From an optimization exercise on the open Yosys and OpenROAD flow, aimed at small area, a short achievable clock period and few clock cycles; shortcuts taken in it are not production practice.
No functional check of the RTL was part of any run shown here.
Power is estimated from default activity; no workload was simulated.

==> flow/design.v <==
module vrrp_codec (
    input  wire        clk,
    input  wire        rst,
    input  wire        host_valid,
    input  wire        host_we,
    input  wire [4:0]  host_addr,
    input  wire [31:0] host_wdata,
    output reg  [31:0] host_rdata,
    output wire        busy,
    output reg         pb_en,
    output reg         pb_we,
    output reg  [3:0]  pb_be,
    output reg  [9:0]  pb_addr,
    output reg  [31:0] pb_wdata,
    input  wire [31:0] pb_rdata,
    output reg         at_en,
    output reg         at_we,
    output reg  [9:0]  at_addr,
    output wire [31:0] at_wdata,
    input  wire [31:0] at_rdata
);
    localparam [4:0] A_CMD    = 5'd0,
                     A_IPVER  = 5'd3,
                     A_PLEN   = 5'd4,
                     A_VER    = 5'd8,
                     A_TYPE   = 5'd9,
                     A_VRID   = 5'd10,
                     A_PRIO   = 5'd11,
                     A_COUNT  = 5'd12,
                     A_ADVINT = 5'd13,
                     A_CKSUM  = 5'd14;
    localparam [2:0] E_NONE     = 3'd0,
                     E_TOOSHORT = 3'd1,
                     E_IPVER    = 3'd2,
                     E_LENGTH   = 3'd3,
                     E_VERSION  = 3'd4,
                     E_TYPE     = 3'd5,
                     E_ILLEGAL  = 3'd6,
                     E_OVERRUN  = 3'd7;
    localparam [3:0] S_IDLE = 4'd0,
                     S_CK   = 4'd1,    
                     S_ENC  = 4'd3,    
                     S_W1   = 4'd5,    
                     S_D0   = 4'd6,    
                     S_D1   = 4'd7,    
                     S_D2   = 4'd8,    
                     S_DCH  = 4'd9,    
                     S_AR   = 4'd10,   
                     S_AW   = 4'd11,   
                     S_AG   = 4'd12;   
    reg [3:0]  r_ver;
    reg [3:0]  r_type;
    reg [7:0]  r_vrid;
    reg [7:0]  r_prio;
    reg [7:0]  r_count;
    reg [11:0] r_advint;
    reg [15:0] r_cksum;
    reg [7:0]  r_ipver;
    reg [15:0] r_plen;
    reg [31:0] r_cmd;
    reg [2:0]  r_err;
    reg [15:0] r_result;
    reg        res_ck;    
    reg [31:0] r_ph [0:8];
    reg [3:0]  state;
    reg [10:0] idx;       
    reg        rd_on;     
    reg        dv;        
    reg        dlast;     
    reg [15:0] acc;       
    wire idle = (state == S_IDLE);
    assign busy = !idle;
    wire [7:0]  op  = r_cmd[31:24];
    wire [15:0] imm = r_cmd[15:0];
    wire [2:0]  fld = op[2:0];
    wire [7:0]  w_op  = host_wdata[31:24];
    wire [7:0]  w_z   = host_wdata[23:16];
    wire [15:0] w_imm = host_wdata[15:0];
    wire w_is_set = (w_op[7:3] == 5'b00100) && (w_op[2:0] != 3'd7);
    wire w_is_get = (w_op[7:3] == 5'b00010) && (w_op[2:0] != 3'd7);
    wire w_is_cmd = (w_op <= 8'h05) || w_is_get || (w_op == 8'h7F);
    wire w_legal  = (w_z == 8'h00) && (w_is_set || (w_is_cmd && (w_imm == 16'h0000)));
    wire ipver_ok   = (r_ipver == 8'd4) || (r_ipver == 8'd6);
    wire plen_over  = r_plen[15:12] != 4'd0 && r_plen != 16'h1000;
    wire plen_short = (r_plen[15:3] == 13'd0);
    wire [9:0]  reg_nch  = r_ipver[1] ? {r_count, 2'b00} : {2'b00, r_count};
    wire [11:0] reg_slen = {reg_nch, 2'b00} + 12'd8;
    wire [11:0] plen_m1  = r_plen[11:0] - 12'd1;
    wire [9:0]  last_idx = (state == S_CK) ? plen_m1[11:2] : (reg_nch - 10'd1);
    wire        at_last  = (idx[9:0] == last_idx);
    wire host_wr  = host_valid && host_we && idle;
    wire cmd_wr   = host_wr && (host_addr == A_CMD);
    wire go       = cmd_wr && w_legal;
    wire srst_go  = go && (w_op == 8'h7F);
    wire enc_go   = go && (w_op == 8'h01 || w_op == 8'h05) && ipver_ok;
    wire adv_go   = enc_go && w_op[2];
    wire regs_rst = rst || srst_go;
    wire [1:0]  tail = r_plen[1:0];
    wire        part = dlast && (tail != 2'd0);
    wire [31:0] ck_word;
    assign ck_word[31:24] = (part && tail == 2'd1) ? 8'h00 : pb_rdata[31:24];
    assign ck_word[23:16] = (part && tail == 2'd1) ? pb_rdata[31:24] : pb_rdata[23:16];
    assign ck_word[15:8]  = part ? 8'h00 : pb_rdata[15:8];
    assign ck_word[7:0]   = part ? ((tail == 2'd3) ? pb_rdata[15:8] : 8'h00) : pb_rdata[7:0];
    wire [31:0] d_word  = (state == S_CK)  ? (dv ? ck_word : 32'h0) :
                          (state == S_ENC) ? (pb_we ? pb_wdata : 32'h0) : 32'h0;
    wire        ph_on   = busy && (idx[10:4] == 7'd0 && idx[3:0] <= 4'd8);
    wire [31:0] ph_word = ph_on ? host_rdata : 32'h0;
    wire [15:0] x1 = d_word[31:16], x2 = d_word[15:0];
    wire [15:0] x3 = ph_word[31:16], x4 = ph_word[15:0];
    wire [15:0] sa  = acc ^ x1 ^ x2;
    wire [15:0] ca  = (acc & x1) | (acc & x2) | (x1 & x2);
    wire [15:0] car = {ca[14:0], ca[15]};
    wire [15:0] sb  = sa ^ car ^ x3;
    wire [15:0] cb  = (sa & car) | (sa & x3) | (car & x3);
    wire [15:0] cbr = {cb[14:0], cb[15]};
    wire [15:0] sc  = sb ^ cbr ^ x4;
    wire [15:0] cc  = (sb & cbr) | (sb & x4) | (cbr & x4);
    wire [15:0] ccr = {cc[14:0], cc[15]};
    wire [16:0] t   = {1'b0, sc} + {1'b0, ccr};
    wire [15:0] acc_next = t[15:0] + {15'b0, t[16]};
    wire [15:0] result = res_ck ? (op[0] ? ~acc : acc) : r_result;
    wire        ckok   = res_ck && !op[0] && (acc == 16'hFFFF);
    wire [4:0] rd_sel = busy ? {1'b1, idx[3:0]} : host_addr;
    always @(*) begin
        case (rd_sel)
            5'd0:     host_rdata = r_cmd;
            5'd1:     host_rdata = {27'b0, ckok, 1'b0, r_err};
            5'd2:     host_rdata = {16'b0, result};
            A_IPVER:  host_rdata = {24'b0, r_ipver};
            A_PLEN:   host_rdata = {16'b0, r_plen};
            A_VER:    host_rdata = {28'b0, r_ver};
            A_TYPE:   host_rdata = {28'b0, r_type};
            A_VRID:   host_rdata = {24'b0, r_vrid};
            A_PRIO:   host_rdata = {24'b0, r_prio};
            A_COUNT:  host_rdata = {24'b0, r_count};
            A_ADVINT: host_rdata = {20'b0, r_advint};
            A_CKSUM:  host_rdata = {16'b0, r_cksum};
            5'd16:    host_rdata = r_ph[0];
            5'd17:    host_rdata = r_ph[1];
            5'd18:    host_rdata = r_ph[2];
            5'd19:    host_rdata = r_ph[3];
            5'd20:    host_rdata = r_ph[4];
            5'd21:    host_rdata = r_ph[5];
            5'd22:    host_rdata = r_ph[6];
            5'd23:    host_rdata = r_ph[7];
            5'd24:    host_rdata = r_ph[8];
            default:  host_rdata = 32'h0000_0000;
        endcase
    end
    assign at_wdata = pb_rdata;
    wire fld_w1 = fld[2] & (fld[1] | fld[0]);    
    always @(*) begin
        pb_en    = 1'b0;
        pb_we    = 1'b0;
        pb_be    = 4'b1111;
        pb_addr  = idx[9:0];
        pb_wdata = {r_ver, r_type, r_vrid, r_prio, r_count};
        at_en    = 1'b0;
        at_we    = 1'b0;
        at_addr  = idx[9:0];
        case (state)
            S_CK: begin
                pb_en = rd_on;
            end
            S_ENC: begin
                at_en = rd_on;
                pb_en = 1'b1;
                pb_we = dv | (idx == 11'd0);
                if (dv) begin
                    pb_addr  = idx[9:0] + 10'd1;
                    pb_wdata = at_rdata;
                end
            end
            S_W1: begin
                pb_en    = 1'b1;
                pb_we    = 1'b1;
                pb_addr  = 10'd1;
                pb_wdata = {4'b0000, r_advint, op[2] ? ~acc : r_cksum};
            end
            S_D0, S_D1, S_D2, S_DCH: begin
                pb_en   = 1'b1;
                pb_addr = idx[9:0] + 10'd3;
                at_en   = (state == S_DCH);
                at_we   = 1'b1;
            end
            S_AR: begin
                pb_en   = 1'b1;
                pb_addr = {9'b0, fld_w1};
            end
            S_AW: begin
                pb_en   = 1'b1;
                pb_we   = 1'b1;
                pb_addr = {9'b0, fld_w1};
                case (fld)
                    3'd0: begin pb_be = 4'b1000; pb_wdata = {imm[3:0], pb_rdata[27:24], 24'h0}; end
                    3'd1: begin pb_be = 4'b1000; pb_wdata = {pb_rdata[31:28], imm[3:0], 24'h0}; end
                    3'd2: begin pb_be = 4'b0100; pb_wdata = {8'h0, imm[7:0], 16'h0}; end
                    3'd3: begin pb_be = 4'b0010; pb_wdata = {16'h0, imm[7:0], 8'h0}; end
                    3'd4: begin pb_be = 4'b0001; pb_wdata = {24'h0, imm[7:0]}; end
                    3'd5: begin pb_be = 4'b1100; pb_wdata = {4'b0000, imm[11:0], 16'h0}; end
                    default: begin pb_be = 4'b0011; pb_wdata = {16'h0, imm[15:0]}; end
                endcase
            end
            default: ;
        endcase
    end
    reg [15:0] get_val;
    always @(*) begin
        case (fld)
            3'd0:    get_val = {12'b0, pb_rdata[31:28]};
            3'd1:    get_val = {12'b0, pb_rdata[27:24]};
            3'd2:    get_val = {8'b0, pb_rdata[23:16]};
            3'd3:    get_val = {8'b0, pb_rdata[15:8]};
            3'd4:    get_val = {8'b0, pb_rdata[7:0]};
            3'd5:    get_val = {4'b0, pb_rdata[27:16]};
            default: get_val = pb_rdata[15:0];
        endcase
    end
    wire [7:0]  rx_cnt   = pb_rdata[7:0];
    wire [10:0] rx_nch2  = (r_ipver[1] ? {1'b0, rx_cnt, 2'b00} : {3'b000, rx_cnt}) + 11'd2;
    wire        rx_short = {3'b000, rx_nch2} > r_plen[15:2];
    wire [2:0]  rx_err   = rx_short                  ? E_LENGTH  :
                           (pb_rdata[31:28] != 4'd3) ? E_VERSION :
                           (pb_rdata[27:24] != 4'd1) ? E_TYPE    : E_NONE;
    wire        dec_ok   = (state == S_D1) && (rx_err == E_NONE);
    wire        dec_w1   = (state == S_D2);
    wire        adv_w1   = (state == S_W1) && op[2];
    wire [31:0] ph_d  = regs_rst ? 32'h0000_0000 : host_wdata;
    wire [31:0] ph8_d = regs_rst ? 32'h0070_0000 :
                        adv_go   ? {16'h0070, 4'b0000, reg_slen} : host_wdata;
    genvar gj;
    generate
        for (gj = 0; gj < 8; gj = gj + 1) begin : g_ph
            always @(posedge clk)
                if (regs_rst || (host_wr && host_addr == 5'd16 + gj))
                    r_ph[gj] <= ph_d;
        end
    endgenerate
    always @(posedge clk)
        if (regs_rst || adv_go || (host_wr && host_addr == 5'd24))
            r_ph[8] <= ph8_d;
    always @(posedge clk)
        if (regs_rst || adv_go || dec_ok || (host_wr && host_addr == A_VER))
            r_ver <= (regs_rst || busy || adv_go) ? 4'd3 : host_wdata[3:0];
    always @(posedge clk)
        if (regs_rst || adv_go || dec_ok || (host_wr && host_addr == A_TYPE))
            r_type <= (regs_rst || busy || adv_go) ? 4'd1 : host_wdata[3:0];
    always @(posedge clk)
        if (regs_rst || dec_ok || (host_wr && host_addr == A_VRID))
            r_vrid <= regs_rst ? 8'd0 : busy ? pb_rdata[23:16] : host_wdata[7:0];
    always @(posedge clk)
        if (regs_rst || dec_ok || (host_wr && host_addr == A_PRIO))
            r_prio <= regs_rst ? 8'd0 : busy ? pb_rdata[15:8] : host_wdata[7:0];
    always @(posedge clk)
        if (regs_rst || dec_ok || (host_wr && host_addr == A_COUNT))
            r_count <= regs_rst ? 8'd0 : busy ? pb_rdata[7:0] : host_wdata[7:0];
    always @(posedge clk)
        if (regs_rst || dec_w1 || (host_wr && host_addr == A_ADVINT))
            r_advint <= regs_rst ? 12'd0 : busy ? pb_rdata[27:16] : host_wdata[11:0];
    always @(posedge clk)
        if (regs_rst || dec_w1 || adv_w1 || (host_wr && host_addr == A_CKSUM))
            r_cksum <= regs_rst ? 16'd0 : adv_w1 ? ~acc :
                       busy ? pb_rdata[15:0] : host_wdata[15:0];
    always @(posedge clk)
        if (regs_rst || (host_wr && host_addr == A_IPVER))
            r_ipver <= regs_rst ? 8'd0 : host_wdata[7:0];
    always @(posedge clk)
        if (regs_rst || enc_go || (host_wr && host_addr == A_PLEN))
            r_plen <= regs_rst ? 16'd0 : enc_go ? {4'b0000, reg_slen} : host_wdata[15:0];
    always @(posedge clk)
        if (rst || cmd_wr)
            r_cmd <= rst ? 32'd0 : host_wdata;
    always @(posedge clk) begin
        if (cmd_wr) begin
            idx   <= (w_op[1:0] == 2'b10) ? 11'd1021 : 11'd0;    
            acc   <= (w_op[2] && w_op[0]) ? {4'b0, r_advint} : 16'd0;
            dv    <= 1'b0;
            dlast <= 1'b0;
            rd_on <= (w_op[1:0] == 2'b01) ? (r_count != 8'd0) : (r_plen != 16'd0);
        end else begin
            idx   <= idx + 11'd1;
            rd_on <= rd_on && !at_last;
            dv    <= rd_on;
            dlast <= rd_on && at_last;
            acc   <= acc_next;
        end
    end
    always @(posedge clk) begin
        if (rst) begin
            r_err    <= 3'd0;
            res_ck   <= 1'b0;
            r_result <= 16'd0;
            state    <= S_IDLE;
        end else begin
            case (state)
            S_IDLE: begin
                if (cmd_wr) begin
                    res_ck   <= 1'b0;
                    r_err    <= E_NONE;
                    r_result <= 16'd0;
                    if (!w_legal) begin
                        r_err <= E_ILLEGAL;
                    end else if (w_op == 8'h00 || w_op == 8'h7F) begin
                    end else if (w_op == 8'h01 || w_op == 8'h05) begin
                        if (!ipver_ok) begin
                            r_err <= E_IPVER;
                        end else begin
                            r_result <= {4'b0000, reg_slen};
                            state    <= S_ENC;
                        end
                    end else if (w_op == 8'h03 || w_op == 8'h04) begin
                        if (plen_over) begin
                            r_err <= E_OVERRUN;
                        end else begin
                            state <= S_CK;
                        end
                    end else if (w_op == 8'h02) begin
                        if (plen_over) begin
                            r_err <= E_OVERRUN;
                        end else if (plen_short) begin
                            r_err <= E_TOOSHORT;
                        end else if (!ipver_ok) begin
                            r_err <= E_IPVER;
                        end else begin
                            state <= S_D0;
                        end
                    end else begin
                        if (plen_over) begin
                            r_err <= E_OVERRUN;
                        end else if (plen_short) begin
                            r_err <= E_TOOSHORT;
                        end else begin
                            state <= (w_op[5] && w_op[2:1] != 2'b00) ? S_AW : S_AR;
                        end
                    end
                end
            end
            S_CK: begin
                if (!rd_on && idx[10:3] != 8'd0) begin
                    res_ck <= 1'b1;
                    state  <= S_IDLE;
                end
            end
            S_ENC: begin
                if (!rd_on && (!op[2] || idx[10:3] != 8'd0))
                    state <= S_W1;
            end
            S_W1: begin
                res_ck <= op[2];
                state  <= S_IDLE;
            end
            S_D0: state <= S_D1;
            S_D1: begin
                r_err <= rx_err;
                if (rx_err != E_NONE) begin
                    state <= S_IDLE;
                end else begin
                    r_result <= {3'b000, rx_nch2, 2'b00};
                    state    <= S_D2;
                end
            end
            S_D2: begin
                state <= (r_count == 8'd0) ? S_IDLE : S_DCH;
            end
            S_DCH: begin
                if (idx[9:0] == reg_nch - 10'd1)
                    state <= S_IDLE;
            end
            S_AR: state <= op[5] ? S_AW : S_AG;
            S_AW: state <= S_IDLE;
            S_AG: begin
                r_result <= get_val;
                state    <= S_IDLE;
            end
            default: state <= S_IDLE;
            endcase
        end
    end
endmodule
==> flow/flow/run.sh <==
#!/bin/bash
# The standard layout (standard.sh: the standard flow's own ORFS flow, unchanged
# synthesis), except that the ports are buffered with the smallest plain
# buffer (buf_1) instead of the default delay-cell buffers. ORFS writes each
# step's full log under orfs/logs/; make's own output goes to standard.log.
set -o pipefail
export BUFFER_PORTS_ARGS="-buffer_cell sky130_fd_sc_hd__buf_1"
bash standard.sh > standard.log 2>&1
==> flow/standard.sh <==
#!/bin/bash
# synth_recipe.tcl (not shown) runs the flow's synth.tcl, then flattens the netlist and writes it again
# the make line also repeats each setting of config.mk as NAME=value (left out here)
make -C /OpenROAD-flow-scripts/flow DESIGN_CONFIG=/design/flow/config.mk WORK_HOME=/design/flow/orfs CLKGATE_MAP_FILE= SYNTH_SCRIPT=/design/flow/synth_recipe.tcl "${@:-finish}"
==> flow/config.mk <==
export PLATFORM = sky130hd
export DESIGN_NAME = vrrp_codec
export DESIGN_NICKNAME = vrrp_codec
export VERILOG_FILES = /design/flow/design.v
export SDC_FILE = /design/flow/constraint.sdc
export NUM_CORES = 4
export LEC_CHECK = 0
export CAP_MARGIN = 20
export CORE_MARGIN = 2
export CORE_UTILIZATION = 40
export PLACE_DENSITY = 0.6
export SETUP_SLACK_MARGIN = 4
export SLEW_MARGIN = 20
==> flow/constraint.sdc <==
create_clock -name core_clock -period 10.0 [get_ports {clk}]
set_input_delay 2.0000 -clock core_clock [delete_from_list [all_inputs] [get_ports {clk}]]
set_output_delay 2.0000 -clock core_clock [all_outputs]
set_load 0.01 [all_outputs]
==> impl_metrics.py, run 1 <==
metrics = {
    "die": {
        "core_mm2": 0.0657,
        "rows": 94,
        "dieArea_mm2": 0.0684,
        "die_y_um": 262,
        "die_w_um": 262,
        "ioPinCount": 230,
        "start_util": 0.404,
    },
    "clock_tree": {
        "cts-root-buf": "clkbuf_16",
        "cts_tree": "yes",
        "worstSkewPairLatency_ps": 660,
        "numClockSinks": 458,
        "cts_buffers": 50,
        "clkTransAtPathRegs_ps": 60,
        "cts.htree.levels": 2,
        "cts_buffer_depth": 3,
        "cts_hold_buffers": 0,
    },
    "placement": {
        "dp_hpwl_mm": 86.7,
        "place_congestion": 1.02,
        "io_buffer_count": 229,
    },
    "setup_path": {
        "crit_top_cell": "fa_1",
        "slowest_stage": "fa_1",
        "r2r-end": "acc[14]",
        "critPathMaxFanout": 5,
        "r2r.worst_path.cells": 22,
        "worstPathArrival_ps": 7710,
        "path_class": "flop to flop",
        "crit_start": "idx[5]",
        "r2r_setup_slack_ps": 2840,
        "reg2reg_from": "idx[5]",
        "worstPathRequired_ps": 10550,
        "end_kind": "flop",
        "cp-start-kind": "flop",
        "cp_cell_sequence": "buf_6, or4_1, or4_4, or3_4, a21oi_4, buf_6, buf_12, buf_4, a21oi_1, fa_1, fa_1, fa_1, inv_1, ha_1, a211o_1, a211o_1, xnor2_1, a31oi_2, nor4b_4, nand4_1, or4_1, a21oi_1",
        "cpPeakStageDelay_ps": 740,
        "endpoint": "acc[14]",
    },
    "synth": {
        "async_flop_share": 0,
        "synth-edff-count": 404,
        "yosys.area.top_type_share": 0.457,
        "netlist_area_mm2": 0.0265,
        "synth_ff_type": "edfxtp_1",
        "ys_top_cells_by_count": "edfxtp_1 (404), nand2_1 (220), a22oi_1 (164)",
        "synthTopCellsByArea": "edfxtp_1 (46%), a22oi_1 (4.6%), dfxtp_1 (4.1%)",
        "syn_avg_cell_area_um2": 10.6,
        "synth-seq-area-share": 0.498,
        "yosysTopAreaCell": "edfxtp_1",
        "ys_ff_latch": 458,
        "syn_inst": 2495,
        "synth_cell_types": 96,
        "yosysMostFrequentCell": "edfxtp_1",
        "ys_warn_count": 2,
        "synth_nets": 2684,
    },
    "sta": {
        "setup_tns_ps": 0,
        "setup_viol": 0,
        "max_freq_ghz": 0.140,
        "finClkSkew_ps": 57.6,
        "worstMarginPinSlew_ps": 1080,
        "period_minus_slack_ps": 7160,
        "period_share": 0.716,
        "relSlewSlack": 0.282,
        "report.final.slew_viol_count": 0,
        "hold_violations": 0,
        "rsz0062_at_grt": "yes",
    },
    "final_layout": {
        "multi_input_area_mm2": 0.0130,
        "num-nets-final": 3024,
        "layout-drive-gt1-share": 0.209,
        "seq_area_mm2": 0.0132,
        "synthToLayoutAreaGrowth_pct": 23.6,
        "n_fill_cell": 5956,
    },
    "global_routing": {
        "met3_usage": 0.0839,
        "antenna_found_initial": 6,
        "grt_start_max_net_pins": 67,
        "grtUsageMet2": 0.536,
        "use_met1": 0.490,
        "gr-max-usage-layer": "met2",
        "grt_overflow": 0,
        "grt_pass1_wl_mm": 174,
        "grt_pass1_vias": 22600,
        "grt_usage": 0.361,
    },
    "run_status": {
        "outcome": "no timing/DRC/antenna violations",
    },
    "power": {
        "p_total_mw": 5.53,
        "peakVddDrop_v": 0.000153,
        "leakagePower_nw": 11.8,
        "power_density_mw_per_mm2": 169,
    },
    "detailed_routing": {
        "routed_wirelength_mm": 127,
        "vias": 24800,
        "drtIter0Drc": 4280,
        "drc": 0,
        "wl_per_cell_um": 33.8,
        "first_pass_iters": 8,
        "vias_per_cell": 6.63,
        "route.antenna.remaining_nets": 0,
    },
    "worst_hold_path": {
        "hp-class": "flop to flop",
    },
    "job": {
        "maxCapViolations": 0,
    },
}
[per-layer routing]
layer / vias to the layer above / wire (um)
li1: 10200 / -
met1: 12400 / 48100
met2: 1913 / 54400
met3: 367 / 15800
met4: 4 / 8130
met5: - / 22
[state kept, by name (all words and copies together) (netlist names)]
signal and count:
acc 16, dlast 1, dv 1, idx 11, r_advint 12, r_cksum 16, r_cmd 32, r_count 8
r_err 3, r_ipver 8, r_ph 288, r_plen 16, r_prio 8, r_result 16, r_type 4, r_ver 4
r_vrid 8, rd_on 1, res_ck 1, state 4
[where the power goes]
part           internal [mW]  leakage [nW]  switching (mW)
sequential              2.25          4.56           0.164
clock                   1.04         0.774           0.811
combinational          0.464          6.49           0.803
[logic make-up after synthesis]
kind of cell             count (synthesis)  share of synthesized area
AND/OR/NAND/NOR                        826                      0.162
AO/OA/AOI/OAI                          683                      0.183
buffers and inverters                  311                     0.0532
flip-flops                             458                      0.498
other                                    1                   0.000141
XOR/XNOR                                77                     0.0254
adder cells (fa/ha/maj)                 84                     0.0535
multiplexers                            55                     0.0247
[critical path: cells and delay by family, from the launching register on]
kind                     cells  cell delay, ps
adder cells (fa/ha/maj)      4            2120
AO/OA/AOI/OAI                6            1330
buffers and inverters        5             580
AND/OR/NAND/NOR              6            2580
XOR/XNOR                     1             190
flip-flops                   1             300
[cell type report]
type | count | area share
antenna | 7 | 0.000534
clock buffer | 62 | 0.0401
clock inverter | 27 | 0.00927
inverter | 90 | 0.0103
multi-input combinational | 1739 | 0.398
sequential | 458 | 0.403
tap | 864 | 0.0330
timing repair buffer | 496 | 0.106
[what timing repair did]
| item | CTS | global route |
|---|---|---|
| cloned | 15 | 0 |
| endpoints found under the setup margin | 69 | 78 |
| pin swaps | 88 | 65 |
| setup buffers | 128 | 51 |
| gates resized for setup | 173 | 123 |
[through the flow]
stage	setup slack, ps	std cells	util	area (um^2)	hold WS, ps
2_1_floorplan	2720	2495	-	26800	451
4_1_cts	3000	3685	0.484	31800	488
6_report	2840	3743	0.499	32800	494
3_5_place_dp	863	3453	0.432	28400	479
3_3_place_gp	994	3453	0.432	28400	487
5_1_grt	2740	3737	0.499	32800	537
[cells in the final DEF, fill, tap and decap left out, drive strengths merged, types with 23 or more instances in the layout]
cell,netlist,layout
a211oi,32,32
and3,44,44
fa,49,49
xnor2,60,60
dfxtp,54,54
ha,35,35
edfxtp,404,404
nand4,49,49
a22o,32,32
and2,35,44
clkbuf,117,68
a21oi,145,145
nand3,63,63
nor4,23,23
inv,89,89
nor2b,99,99
o21ai,83,83
buf,104,489
mux2,35,36
a221oi,40,40
a222oi,45,45
nor3,43,43
a22oi,164,164
nor2,158,159
nand2,221,221
or3,26,26
[worst min path at each step]
stage / start / to / slack, ps / cells past startpoint
6_report: idx[10] / idx[10] / 490 / 2
5_1_grt: idx[10] / idx[10] / 540 / 2
3_3_place_gp: r_result[11] / r_result[11] / 490 / 2
2_1_floorplan: r_result[0] / r_result[0] / 450 / 2
4_1_cts: idx[10] / idx[10] / 490 / 2
3_5_place_dp: idx[10] / idx[10] / 480 / 2
==> run 2, diff against run 1 <==
--- a/flow/design.v
+++ b/flow/design.v
@@ -40,5 +40,7 @@
     localparam [3:0] S_IDLE = 4'd0,
                      S_CK   = 4'd1,    
+                     S_CKF  = 4'd2,    
                      S_ENC  = 4'd3,    
+                     S_FOLD = 4'd4,    
                      S_W1   = 4'd5,    
                      S_D0   = 4'd6,    
@@ -48,5 +50,6 @@
                      S_AR   = 4'd10,   
                      S_AW   = 4'd11,   
-                     S_AG   = 4'd12;   
+                     S_AG   = 4'd12,   
+                     S_SRST = 4'd13;   
     reg [3:0]  r_ver;
     reg [3:0]  r_type;
@@ -60,6 +63,6 @@
     reg [31:0] r_cmd;
     reg [2:0]  r_err;
+    reg        r_ckok;
     reg [15:0] r_result;
-    reg        res_ck;    
     reg [31:0] r_ph [0:8];
     reg [3:0]  state;
@@ -68,5 +71,6 @@
     reg        dv;        
     reg        dlast;     
-    reg [15:0] acc;       
+    reg [15:0] acc_s;     
+    reg [15:0] acc_c;     
     wire idle = (state == S_IDLE);
     assign busy = !idle;
@@ -92,8 +96,7 @@
     wire cmd_wr   = host_wr && (host_addr == A_CMD);
     wire go       = cmd_wr && w_legal;
-    wire srst_go  = go && (w_op == 8'h7F);
-    wire enc_go   = go && (w_op == 8'h01 || w_op == 8'h05) && ipver_ok;
-    wire adv_go   = enc_go && w_op[2];
-    wire regs_rst = rst || srst_go;
+    wire enc_go   = (state == S_ENC) && (idx == 11'd0);
+    wire adv_go   = enc_go && op[2];
+    wire regs_rst = rst || (state == S_SRST);
     wire [1:0]  tail = r_plen[1:0];
     wire        part = dlast && (tail != 2'd0);
@@ -103,29 +106,30 @@
     assign ck_word[15:8]  = part ? 8'h00 : pb_rdata[15:8];
     assign ck_word[7:0]   = part ? ((tail == 2'd3) ? pb_rdata[15:8] : 8'h00) : pb_rdata[7:0];
-    wire [31:0] d_word  = (state == S_CK)  ? (dv ? ck_word : 32'h0) :
-                          (state == S_ENC) ? (pb_we ? pb_wdata : 32'h0) : 32'h0;
-    wire        ph_on   = busy && (idx[10:4] == 7'd0 && idx[3:0] <= 4'd8);
+    wire [31:0] d_word  = (state == S_CK) ? (dv ? ck_word : 32'h0)
+                                          : (pb_we ? pb_wdata : 32'h0);
+    wire        ph_on   = (idx[10:4] == 7'd0 && idx[3:0] <= 4'd8);
     wire [31:0] ph_word = ph_on ? host_rdata : 32'h0;
     wire [15:0] x1 = d_word[31:16], x2 = d_word[15:0];
     wire [15:0] x3 = ph_word[31:16], x4 = ph_word[15:0];
-    wire [15:0] sa  = acc ^ x1 ^ x2;
-    wire [15:0] ca  = (acc & x1) | (acc & x2) | (x1 & x2);
-    wire [15:0] car = {ca[14:0], ca[15]};
-    wire [15:0] sb  = sa ^ car ^ x3;
-    wire [15:0] cb  = (sa & car) | (sa & x3) | (car & x3);
-    wire [15:0] cbr = {cb[14:0], cb[15]};
-    wire [15:0] sc  = sb ^ cbr ^ x4;
-    wire [15:0] cc  = (sb & cbr) | (sb & x4) | (cbr & x4);
-    wire [15:0] ccr = {cc[14:0], cc[15]};
-    wire [16:0] t   = {1'b0, sc} + {1'b0, ccr};
-    wire [15:0] acc_next = t[15:0] + {15'b0, t[16]};
-    wire [15:0] result = res_ck ? (op[0] ? ~acc : acc) : r_result;
-    wire        ckok   = res_ck && !op[0] && (acc == 16'hFFFF);
+    wire [15:0] s1 = acc_s ^ acc_c ^ x1;
+    wire [15:0] c1 = (acc_s & acc_c) | (acc_s & x1) | (acc_c & x1);
+    wire [15:0] s2 = x2 ^ x3 ^ x4;
+    wire [15:0] c2 = (x2 & x3) | (x2 & x4) | (x3 & x4);
+    wire [15:0] c1r = {c1[14:0], c1[15]};
+    wire [15:0] c2r = {c2[14:0], c2[15]};
+    wire [15:0] s3 = s1 ^ c1r ^ s2;
+    wire [15:0] c3 = (s1 & c1r) | (s1 & s2) | (c1r & s2);
+    wire [15:0] c3r = {c3[14:0], c3[15]};
+    wire [15:0] s_next = s3 ^ c3r ^ c2r;
+    wire [15:0] c4 = (s3 & c3r) | (s3 & c2r) | (c3r & c2r);
+    wire [15:0] c_next = {c4[14:0], c4[15]};
+    wire [16:0] fold1 = {1'b0, acc_s} + {1'b0, acc_c};
+    wire [15:0] fold2 = fold1[15:0] + {15'b0, fold1[16]};
     wire [4:0] rd_sel = busy ? {1'b1, idx[3:0]} : host_addr;
     always @(*) begin
         case (rd_sel)
             5'd0:     host_rdata = r_cmd;
-            5'd1:     host_rdata = {27'b0, ckok, 1'b0, r_err};
-            5'd2:     host_rdata = {16'b0, result};
+            5'd1:     host_rdata = {27'b0, r_ckok, 1'b0, r_err};
+            5'd2:     host_rdata = {16'b0, r_result};
             A_IPVER:  host_rdata = {24'b0, r_ipver};
             A_PLEN:   host_rdata = {16'b0, r_plen};
@@ -156,5 +160,5 @@
         pb_be    = 4'b1111;
         pb_addr  = idx[9:0];
-        pb_wdata = {r_ver, r_type, r_vrid, r_prio, r_count};
+        pb_wdata = {op[2] ? 8'h31 : {r_ver, r_type}, r_vrid, r_prio, r_count};
         at_en    = 1'b0;
         at_we    = 1'b0;
@@ -177,5 +181,5 @@
                 pb_we    = 1'b1;
                 pb_addr  = 10'd1;
-                pb_wdata = {4'b0000, r_advint, op[2] ? ~acc : r_cksum};
+                pb_wdata = {4'b0000, r_advint, r_cksum};
             end
             S_D0, S_D1, S_D2, S_DCH: begin
@@ -226,5 +230,4 @@
     wire        dec_ok   = (state == S_D1) && (rx_err == E_NONE);
     wire        dec_w1   = (state == S_D2);
-    wire        adv_w1   = (state == S_W1) && op[2];
     wire [31:0] ph_d  = regs_rst ? 32'h0000_0000 : host_wdata;
     wire [31:0] ph8_d = regs_rst ? 32'h0070_0000 :
@@ -243,8 +246,8 @@
     always @(posedge clk)
         if (regs_rst || adv_go || dec_ok || (host_wr && host_addr == A_VER))
-            r_ver <= (regs_rst || busy || adv_go) ? 4'd3 : host_wdata[3:0];
+            r_ver <= (regs_rst || busy) ? 4'd3 : host_wdata[3:0];
     always @(posedge clk)
         if (regs_rst || adv_go || dec_ok || (host_wr && host_addr == A_TYPE))
-            r_type <= (regs_rst || busy || adv_go) ? 4'd1 : host_wdata[3:0];
+            r_type <= (regs_rst || busy) ? 4'd1 : host_wdata[3:0];
     always @(posedge clk)
         if (regs_rst || dec_ok || (host_wr && host_addr == A_VRID))
@@ -260,6 +263,6 @@
             r_advint <= regs_rst ? 12'd0 : busy ? pb_rdata[27:16] : host_wdata[11:0];
     always @(posedge clk)
-        if (regs_rst || dec_w1 || adv_w1 || (host_wr && host_addr == A_CKSUM))
-            r_cksum <= regs_rst ? 16'd0 : adv_w1 ? ~acc :
+        if (regs_rst || dec_w1 || (state == S_FOLD) || (host_wr && host_addr == A_CKSUM))
+            r_cksum <= regs_rst ? 16'd0 : (state == S_FOLD) ? ~fold2 :
                        busy ? pb_rdata[15:0] : host_wdata[15:0];
     always @(posedge clk)
@@ -275,5 +278,6 @@
         if (cmd_wr) begin
             idx   <= (w_op[1:0] == 2'b10) ? 11'd1021 : 11'd0;    
-            acc   <= (w_op[2] && w_op[0]) ? {4'b0, r_advint} : 16'd0;
+            acc_s <= (w_op[2] && w_op[0]) ? {4'b0, r_advint} : 16'd0;
+            acc_c <= 16'd0;
             dv    <= 1'b0;
             dlast <= 1'b0;
@@ -284,5 +288,6 @@
             dv    <= rd_on;
             dlast <= rd_on && at_last;
-            acc   <= acc_next;
+            acc_s <= s_next;
+            acc_c <= c_next;
         end
     end
@@ -290,5 +295,5 @@
         if (rst) begin
             r_err    <= 3'd0;
-            res_ck   <= 1'b0;
+            r_ckok   <= 1'b0;
             r_result <= 16'd0;
             state    <= S_IDLE;
@@ -297,10 +302,12 @@
             S_IDLE: begin
                 if (cmd_wr) begin
-                    res_ck   <= 1'b0;
+                    r_ckok   <= 1'b0;
                     r_err    <= E_NONE;
                     r_result <= 16'd0;
                     if (!w_legal) begin
                         r_err <= E_ILLEGAL;
-                    end else if (w_op == 8'h00 || w_op == 8'h7F) begin
+                    end else if (w_op == 8'h7F) begin
+                        state <= S_SRST;
+                    end else if (w_op == 8'h00) begin
                     end else if (w_op == 8'h01 || w_op == 8'h05) begin
                         if (!ipver_ok) begin
@@ -338,16 +345,22 @@
             end
             S_CK: begin
-                if (!rd_on && idx[10:3] != 8'd0) begin
-                    res_ck <= 1'b1;
-                    state  <= S_IDLE;
-                end
+                if (!rd_on && idx[10:3] != 8'd0)
+                    state <= S_CKF;
+            end
+            S_CKF: begin
+                r_ckok   <= !op[0] && (fold2 == 16'hFFFF);
+                r_result <= op[0] ? ~fold2 : fold2;
+                state    <= S_IDLE;
             end
             S_ENC: begin
                 if (!rd_on && (!op[2] || idx[10:3] != 8'd0))
-                    state <= S_W1;
+                    state <= op[2] ? S_FOLD : S_W1;
+            end
+            S_FOLD: begin
+                r_result <= ~fold2;
+                state    <= S_W1;
             end
             S_W1: begin
-                res_ck <= op[2];
-                state  <= S_IDLE;
+                state <= S_IDLE;
             end
             S_D0: state <= S_D1;
@@ -370,4 +383,5 @@
             S_AR: state <= op[5] ? S_AW : S_AG;
             S_AW: state <= S_IDLE;
+            S_SRST: state <= S_IDLE;
             S_AG: begin
                 r_result <= get_val;
--- a/flow/config.mk
+++ b/flow/config.mk
@@ -8,6 +8,6 @@
 export CAP_MARGIN = 20
 export CORE_MARGIN = 2
-export CORE_UTILIZATION = 40
-export PLACE_DENSITY = 0.6
+export CORE_UTILIZATION = 55
+export PLACE_DENSITY = 0.7
 export SETUP_SLACK_MARGIN = 4
 export SLEW_MARGIN = 20
==> impl_metrics.py, run 2 <==
metrics = {
    "detailed_routing": {
        "vias_per_cell": 7.05,
        "vias": 24900,
        "first_pass_iters": 10,
        "routed_wirelength_mm": 122,
        "route.antenna.remaining_nets": 0,
        "wl_per_cell_um": 34.4,
        "drc": 0,
        "drtIter0Drc": 4550,
    },
    "setup_path": {
        "worstPathRequired_ps": 8000,
        "r2r-end": "acc_s[3]",
        "slowest_stage": "a222oi_1",
        "critPathMaxFanout": 6,
        "cp.depth": 11,
        "cp-start-kind": "input port",
        "crit_top_cell": "buf_6",
        "critPathBufInv": 4,
        "worstPathArrival_ps": 4080,
        "r2r.worst_path.cells": 20,
        "cpLargestDelayFamily": "simple AND/OR/NAND/NOR gates",
        "end_kind": "output port",
        "r2r_setup_slack_ps": 4500,
        "path_class": "input port to output port",
        "cpPeakStageDelay_ps": 470,
        "crit_start": "host_addr[3]",
        "cp_cell_sequence": "buf_6, mux2i_4, buf_6, nand3b_1, nor2_4, a222oi_1, nand3_1, nor2_1, nand4_1, buf_6, buf_6",
        "endpoint": "host_rdata[1]",
        "reg2reg_from": "state[3]",
    },
    "final_layout": {
        "layout_common_cells": "edfxtp_1 (404), nand2_1 (254), buf_1 (214)",
        "n_fill_cell": 3927,
        "multi_input_area_mm2": 0.0128,
        "seq_area_mm2": 0.0135,
        "final_common_cell": "edfxtp_1",
        "largest_reg_flops": 288,
        "num-nets-final": 3030,
        "reg.largest.list": "r_ph: 288 flops, r_cmd: 32 flops",
        "fin_cells": 3533,
        "finish.utilization": 0.645,
        "synthToLayoutAreaGrowth_pct": 15.5,
        "top_register": "r_ph",
        "layout-drive-gt1-share": 0.122,
    },
    "global_routing": {
        "antenna_found_initial": 3,
        "grt_pass1_vias": 22700,
        "grt_usage": 0.463,
        "grt_pass1_wl_mm": 167,
        "grt_start_max_net_pins": 70,
        "grt_overflow": 0,
    },
    "clock_tree": {
        "cts-root-buf": "clkbuf_16",
        "clkTransAtPathRegs_ps": 70,
        "cts.htree.levels": 2,
        "numClockSinks": 474,
        "cts_buffers": 50,
        "worstSkewPairLatency_ps": 630,
        "cts_buffer_depth": 3,
        "cts_tree": "yes",
    },
    "synth": {
        "synthTopCellsByArea": "edfxtp_1 (44%), dfxtp_1 (5.1%), fa_1 (4.8%)",
        "synth-edff-count": 404,
        "yosys.area.top_type_share": 0.443,
        "syn_inst": 2624,
        "synth_nets": 2829,
        "netlist_area_mm2": 0.0274,
        "async_flop_share": 0,
        "ys_ff_latch": 474,
        "synth-seq-area-share": 0.494,
        "ys_top_cells_by_count": "edfxtp_1 (404), nand2_1 (256), nor2_1 (177)",
        "syn_avg_cell_area_um2": 10.4,
        "ys_warn_count": 2,
        "synth_cell_types": 91,
        "synth_ff_type": "edfxtp_1",
        "yosysMostFrequentCell": "edfxtp_1",
        "yosysTopAreaCell": "edfxtp_1",
    },
    "placement": {
        "placedCellCount": 3366,
        "dp_hpwl_mm": 85.0,
        "place_congestion": 1.04,
        "io_buffer_count": 229,
    },
    "sta": {
        "hold_violations": 0,
        "setup_tns_ps": 0,
        "setup_viol": 0,
        "worstMarginPinSlew_ps": 1300,
        "rsz0062_at_grt": "yes",
        "period_minus_slack_ps": 6080,
        "report.final.slew_viol_count": 0,
        "period_share": 0.608,
        "finClkSkew_ps": 30.1,
        "max_freq_ghz": 0.164,
        "relSlewSlack": 0.124,
    },
    "power": {
        "leakagePower_nw": 11.7,
        "peakVddDrop_v": 0.000195,
        "p_total_mw": 7.24,
        "power_density_mw_per_mm2": 229,
    },
    "die": {
        "rows": 81,
        "start_util": 0.558,
        "ioPinCount": 230,
        "die_w_um": 227,
        "die_y_um": 227,
        "core_mm2": 0.0491,
        "dieArea_mm2": 0.0516,
    },
    "job": {
        "maxCapViolations": 0,
    },
    "worst_hold_path": {
        "hp-class": "flop to flop",
    },
    "run_status": {
        "outcome": "no timing/DRC/antenna violations",
    },
}
==> run 2: cell count changes after synthesis, moves of 19 or more <==
cell / previous run / this run
nor2b_1: 99 / 72
mux2i_1: 15 / 37
a21oi_1: 145 / 122
a222oi_1: 45 / 17
mux2_2: 33 / 14
nor2_1: 157 / 177
o21ai_0: 83 / 128
nand3_1: 63 / 83
and2_1: 28 / 58
inv_1: 87 / 124
nand2_1: 220 / 256
==> run 2: per-layer routing <==
| metal | global-route usage | routed length, um | vias up |
|---|---|---|---|
| li1 | - | - | 10100 |
| met1 | 0.615 | 42700 | 12000 |
| met2 | 0.660 | 50000 | 2266 |
| met3 | 0.148 | 19100 | 491 |
| met4 | 0.284 | 9820 | 2 |
| met5 | 0 | 17 | - |
==> run 2: per-stage QoR <==
step / hold slack, ps / area, um^2 / worst slack (ps)
CTS: 510 / 31100 / 3900
finish: 517 / 31600 / 3920
global route: 542 / 31600 / 3900
global placement: 477 / 28700 / 3040
detailed placement: 491 / 28700 / 2950
floorplan: 443 / 27400 / 4380
==> run 2: repair_timing <==
item	4_1_cts	5_1_grt
gates resized for setup	59	65
pin swaps	23	25
buffers inserted	43	25
endpoints found under the setup margin	76	80
hold endpoints to repair	0	0
hold buffers	0	0
gates cloned	0	2
==> run 2: worst min-delay path by stage <==
stage	from	to	slack [ps]	cells after the start
after floorplan	r_err[2]	r_err[2]	440	2
after global placement	r_result[0]	r_result[0]	480	2
after detailed placement	r_result[0]	r_result[0]	490	2
after CTS	r_result[0]	r_result[0]	510	2
after global routing	r_result[9]	r_result[9]	540	2
final	r_result[2]	r_result[2]	520	2
==> run 2: logic make-up (layout without fill, tap and decap cells) <==
| family | Yosys count | after routing | share of synthesized area |
|---|---|---|---|
| AND/OR/NAND/NOR | 881 | 881 | 0.160 |
| AO/OA/AOI/OAI | 693 | 693 | 0.177 |
| flip-flops | 474 | 474 | 0.494 |
| buffers and inverters | 341 | 583 | 0.0555 |
| adder cells (fa/ha/maj) | 100 | 100 | 0.0635 |
| XOR/XNOR | 75 | 75 | 0.0240 |
| multiplexers | 59 | 59 | 0.0253 |
| other | 1 | 4 | 0.000137 |
==> run 2: where the power goes <==
part | total [mW] | switching [mW] | internal, mW | leakage [nW]
clock network | 2.02 | 0.857 | 1.16 | 0.853
logic | 2.35 | 1.53 | 0.820 | 6.16
registers | 2.88 | 0.434 | 2.44 | 4.69
total | 7.24 | 2.82 | 4.42 | 11.7
==> run 2: area by class of cell <==
| cell class | count | share of cell area |
|---|---|---|
| Multi-Input combinational cell | 1809 | 0.406 |
| Inverter | 126 | 0.0153 |
| Tap cell | 664 | 0.0263 |
| Timing Repair Buffer | 364 | 0.0689 |
| Clock buffer | 56 | 0.0403 |
| Clock inverter | 37 | 0.0151 |
| Antenna cell | 3 | 0.000237 |
| Sequential cell | 474 | 0.428 |
==> run 2: worst register-to-register path, cell delays in order, from the launching register on <==
cell and delay (ps):
dfxtp_2 530, or2_4 250, nor3_4 80, inv_8 290
mux2i_4 390, buf_12 160, nand3b_1 160, buf_4 210
nor2_2 320, a22o_1 280, a221oi_1 80, and3_1 180
nand4_1 120, nor2b_1 660, fa_1 550, inv_1 110
fa_1 400, inv_1 100, fa_1 400, nand2_1 70
nand2_1 50

afterwards: timing with drivers on the ports:
How much do the figures lean on ideal ports? The routed layouts below were timed once more, with nothing changed but the port constraints.
Step 1, drivers: a clkbuf_16 drives clk and a buf_2 each remaining input, both assumed.
Step 2 adds t to the input delays and takes it off the output delays; t is the mean of the earliest and latest rising clock arrival at the registers after step 1. Input paths then give back, and output paths get back, about the clock's delay inside the block.
Three values: no drivers, after step 1, after step 2; two values: the first two.
run	shift t [ns]	slack for setup (ns)	worst setup path after step 2	slew at the worst register clock pin (ns)	worst data-port slew with drivers (ns)
run 1	0.695	2.841 / 2.841 / 2.178	input to register	0.07 / 0.07	0.13
run 2	0.679	3.919 / 3.882 / 3.491	input to register	0.07 / 0.07	0.07
After both steps setup and hold are still met in every run listed. The setup slack of run 1, which loses most, moves by 0.000 ns with the drivers and by -0.663 ns with both steps.
